This is an optimization exercise on Yosys and OpenROAD, whose aim is small area, not a production implementation.
Only simulation tests tie the RTL to the original design; equivalence was not proved.
Power is estimated from default activity; no workload was simulated.

// lh_engine
module lh_engine (
    input  wire        clk,
    input  wire        rst,           
    input  wire        cmd_valid,
    input  wire [63:0] cmd,           
    input  wire        fade_tick,
    input  wire        slot_tick,
    input  wire        arm_ok,
    output wire        ready,
    output reg         rsp_valid,
    output reg  [2:0]  rsp_status,
    output wire [5:0]  rsp_level,
    output wire [23:0] q
);
    localparam integer W = 38;       
    localparam [2:0] S_CLRQ = 3'd0;
    localparam [2:0] S_IDLE = 3'd1;
    localparam [2:0] S_INIT = 3'd2;
    localparam [2:0] S_TICK = 3'd3;
    localparam [2:0] S_SET  = 3'd4;
    localparam [2:0] S_GET  = 3'd5;
    localparam [2:0] S_FADE = 3'd6;
    localparam [2:0] S_SLOT = 3'd7;
    function [5:0] blut;
        input [5:0] n;
        begin
            case (n)
            6'd0: blut = 6'd0;
            6'd1: blut = 6'd0;
            6'd2: blut = 6'd0;
            6'd3: blut = 6'd1;
            6'd4: blut = 6'd1;
            6'd5: blut = 6'd1;
            6'd6: blut = 6'd2;
            6'd7: blut = 6'd2;
            6'd8: blut = 6'd3;
            6'd9: blut = 6'd3;
            6'd10: blut = 6'd4;
            6'd11: blut = 6'd5;
            6'd12: blut = 6'd5;
            6'd13: blut = 6'd6;
            6'd14: blut = 6'd7;
            6'd15: blut = 6'd7;
            6'd16: blut = 6'd8;
            6'd17: blut = 6'd9;
            6'd18: blut = 6'd10;
            6'd19: blut = 6'd10;
  ...
Size in the first run: roughly 110 I/O pins.
Settings: LEC_CHECK=0, CAP_MARGIN=20, CORE_MARGIN=2, CORE_UTILIZATION=60, PLACE_DENSITY=0.65, SLEW_MARGIN=20; clock period 20.0 ns.
standard.sh (not shown) runs the stock make flow with config.mk's settings and CLKGATE_MAP_FILE= SYNTH_SCRIPT=/design/flow/synth_recipe.tcl, a recipe that flattens the netlist after the stock synthesis.
==> flow/flow/run.sh <==
#!/bin/bash
# Own layout flow: the standard ORFS flow (standard.sh) with three changes.
#  1. After the standard synthesis, the logic between the flip-flops is mapped
#     again with a stronger ABC script (resyn.tcl, resyn.abc). The flip-flops
#     are left exactly as the standard synthesis made them. A SAT proof
#     (eq.tcl) checks the new logic against the standard netlist; if it fails,
#     the standard netlist is kept.
#  2. Port buffers are the smallest buffer (buf_1).
#  3. Clock tree synthesis clusters about 9 flip-flops per clkbuf_4 leaf
#     buffer and inserts no dummy loads.
# Floorplan, power grid, tap cells, placement and routing are the standard flow's.
# Each tool's output goes to a log_*.txt file in the work folder.
set -euo pipefail
W=$PWD
F=$W/flow
export BUFFER_PORTS_ARGS="-buffer_cell sky130_fd_sc_hd__buf_1"
export CTS_ARGS="-sink_clustering_enable -repair_clock_nets -dont_use_dummy_load -buf_list sky130_fd_sc_hd__clkbuf_4 -sink_clustering_size 9 -sink_clustering_max_diameter 40"

bash standard.sh synth > log_synth.txt 2>&1

R=$W/orfs/results/${FLOW_PLATFORM}/lh_engine/base
YOSYS=$FLOW_HOME/../tools/install/yosys/bin/yosys
[ -x "$YOSYS" ] || YOSYS=yosys
export RESYN_LIB=$FLOW_HOME/platforms/${FLOW_PLATFORM}/lib/sky130_fd_sc_hd__tt_025C_1v80.lib
export RESYN_FUNCLIB=$W/funclib.v
export RESYN_TOP=${FLOW_TOP}
export RESYN_ABC=$F/resyn.abc
export RESYN_IN=$W/std_1_2_yosys.v
export RESYN_OUT=$W/resyn_1_2_yosys.v
cp "$R/1_2_yosys.v" "$RESYN_IN"
python3 "$F/genfunclib.py" "$RESYN_LIB" "$RESYN_FUNCLIB" > log_funclib.txt 2>&1
ok=0
if "$YOSYS" -c "$F/resyn.tcl" > log_resyn.txt 2>&1; then
  python3 "$F/cutflops.py" "$RESYN_IN" "$W/eq_gold.v" > log_cut.txt 2>&1
  python3 "$F/cutflops.py" "$RESYN_OUT" "$W/eq_gate.v" >> log_cut.txt 2>&1
  if EQ_GOLD=$W/eq_gold.v EQ_GATE=$W/eq_gate.v "$YOSYS" -c "$F/eq.tcl" > log_eq.txt 2>&1 \
     && grep -q "SUCCESS" log_eq.txt; then
    ok=1
  fi
fi
if [ $ok = 1 ]; then
  cp "$RESYN_OUT" "$R/1_2_yosys.v"
  echo "resynthesised netlist used" > log_choice.txt
else
  echo "standard netlist kept" > log_choice.txt
fi

bash standard.sh finish > log_finish.txt 2>&1
Other scripts of this flow, unchanged in this note and not shown: flow/flow/cutflops.py, flow/flow/eq.tcl, flow/flow/genfunclib.py, flow/flow/resyn.abc, flow/flow/resyn.tcl
The starting point finished with timing, DRC and antenna clean.
==> next run, changes <==
--- a/flow/design.v
+++ b/flow/design.v
@@ -92,20 +92,21 @@
             default: blut = 6'd0;
             endcase
         end
     endfunction
     reg [24*W-1:0] ring;
     reg [23:0]     qr;
     reg [2:0]      state;
     reg [4:0]      rot;         
     reg [4:0]      cc;          
     reg [1:0]      ph;          
+    reg [3:0]      k;           
     reg [5:0]      a;           
     reg [12:0]     m;           
     reg [12:0]     opd;         
     reg [5:0]      lvl;         
     reg [12:0]     msr;         
     reg [3:0]      r10;         
     reg [5:0]      nslot;       
     reg            inited;
     reg            armed;
     wire [W-1:0] head  = ring[24*W-1 -: W];
@@ -117,27 +118,25 @@
     wire [7:0]  c_op    = cmd[63:56];
     wire [7:0]  c_index = cmd[55:48];
     wire [31:0] c_level = cmd[47:16];
     wire [15:0] c_ms    = cmd[15:0];
     wire        c_index_ok = (c_index < 8'd24);
     wire [5:0]  c_clamp = c_level[31] ? 6'd0 : (|c_level[30:6]) ? 6'd63 : c_level[5:0];
     assign ready = (state == S_IDLE) && (rot == 5'd0);
     wire acc_cmd  = ready & cmd_valid;
     wire acc_tick = ready & ~cmd_valid & fade_tick;
     wire acc_slot = ready & ~cmd_valid & ~fade_tick & slot_tick;
-    wire [5:0] dd    = {1'b0, rot} - {1'b0, cc};
-    wire [4:0] since  = dd[5] ? dd[4:0] + 5'd24 : dd[4:0];
     wire       at_cc = (rot == cc);
     wire       comp  = (state == S_GET) | (state == S_FADE) | (state == S_SLOT);
     wire       visit = comp & at_cc;
-    wire       mstep = ((ph == 2'd1) & (since != 5'd0) & (since <= 5'd13)) | ((ph == 2'd3) & ~at_cc);
-    wire       dstep = (ph == 2'd2) & (since != 5'd0) & (since <= 5'd6);
+    wire       mstep = ((ph == 2'd1) & (k != 4'd13)) | ((ph == 2'd3) & (k != 4'd6));
+    wire       dstep = (ph == 2'd2) & (k != 4'd6);
     wire [6:0] x     = {1'b0, h_tgt} - {1'b0, h_src};
     wire       s     = x[6];
     wire [5:0] dones = x[5:0] ^ {6{s}};    
     wire [13:0] xa  = {a, m[12:5]};
     wire        mc  = m[0] & opd[6];
     wire [13:0] opb = dstep ? {1'b1, ~opd} : {(m[0] ? opd[5:0] : 6'd0), {8{mc}}};
     wire [14:0] sum = {1'b0, xa} + {1'b0, opb} + {14'd0, dstep | mc};
     wire        ge  = sum[14];
     wire [12:0] hi_div = ge ? sum[12:0] : xa[12:0];
     wire        pend = (ph == 2'd3);         
@@ -172,50 +171,54 @@
     always @(posedge clk) begin
         ring <= {ring[23*W-1:0], nhead};
         qr   <= {qr[22:7], qin, qr[5:0], qr[23]};
     end
     genvar gi;
     generate
         for (gi = 0; gi < 24; gi = gi + 1) begin : g_q
             assign q[gi] = qr[23-gi];
         end
     endgenerate
-    assign rsp_level = m[5:0] & {6{rsp_status == 3'd0}};
+    assign rsp_level = m[5:0];
     always @(posedge clk) begin
         if (mstep) begin
             {a, m} <= {sum[14:8], m[12:1]};
             msr    <= {msr[11:0], ge10};
             r10    <= r10_n;
+            k      <= k + 4'd1;
         end
         if (dstep) begin
             {a, m[12:6]} <= hi_div;
             m[5:0]       <= {m[4:0], ge};
+            k            <= k + 4'd1;
         end
         if (visit) begin
+            k <= 4'd0;
             if (done) begin
                 ph <= 2'd0;
             end else if (fin) begin
                 a      <= 6'd0;
-                m      <= {h_rem[12:6], (state == S_SLOT) ? nslot : cur};
-                opd    <= {h_dur[12:7], 1'b0, blut(cur)};
+                m      <= {7'd0, (state == S_SLOT) ? nslot : cur};
+                opd    <= {7'd0, blut(cur)};
                 ph     <= (state == S_SLOT) ? 2'd3 : 2'd0;
             end else if (~ph[1] ^ ph[0]) begin
                 a   <= 6'd0;
                 m   <= h_rem;
-                opd <= {h_dur[12:7], s, dones};
+                opd <= {6'd0, s, dones};
                 ph  <= 2'd1;
             end else begin
                 opd <= h_dur;
                 ph  <= 2'd2;
             end
         end
         if (acc_cmd) begin
+            m[5:0] <= 6'd0;
             lvl    <= c_clamp;
             msr    <= c_ms[12:0];
             r10    <= {1'b0, c_ms[15:13]};
         end
         if (ready)
             ph <= 2'd0;
     end
     always @(posedge clk) begin
         rsp_valid <= 1'b0;
         if (rst) begin
Effect:
- maximum frequency is lower by about 10%
- clock skew is lower by 0.010 ns
- cell count is higher by about 0.43%
- wire length is higher by 1.7%
- global-route usage is higher by 0.37 points
- hold slack got worse by 0.0063 ns
- critical path depth is higher by 3
- first-iteration DRC count is lower by 4.6%
- clock power is about the same
- cell area is higher by 0.37%
- total power is lower by about 10%
- core utilization is lower by 0.81 points
- non-clock buffer count is lower by 6
- synthesized area is higher by 0.74%

## afterwards: timing with drivers on the ports
In the flow no input, the clock included, has a driving cell. The finished layouts below were timed again as built, in two steps.
Step 1, drivers: a clkbuf_16 drives clk and a buf_2 each remaining input, both assumed.
Step 2 adds t to the input delays and takes it off the output delays; t is the mean of the earliest and latest rising clock arrival at the registers after step 1. Input paths then give back, and output paths get back, about the clock's delay inside the block.
a / b / c = no drivers / after step 1 / after step 2; a / b = the first two.
run	shift t [ns]	slack for setup (ns)	latest minus earliest clock arrival (ns)
the first run	0.873	13.688 / 13.688 / 13.569	0.106 / 0.106
the second run	0.850	12.973 / 12.973 / 12.973	0.095 / 0.095
After both steps setup and hold are still met in every run listed. For the first run, which loses most, drivers alone change the setup slack by 0.000 ns; drivers and shift together by -0.119 ns.
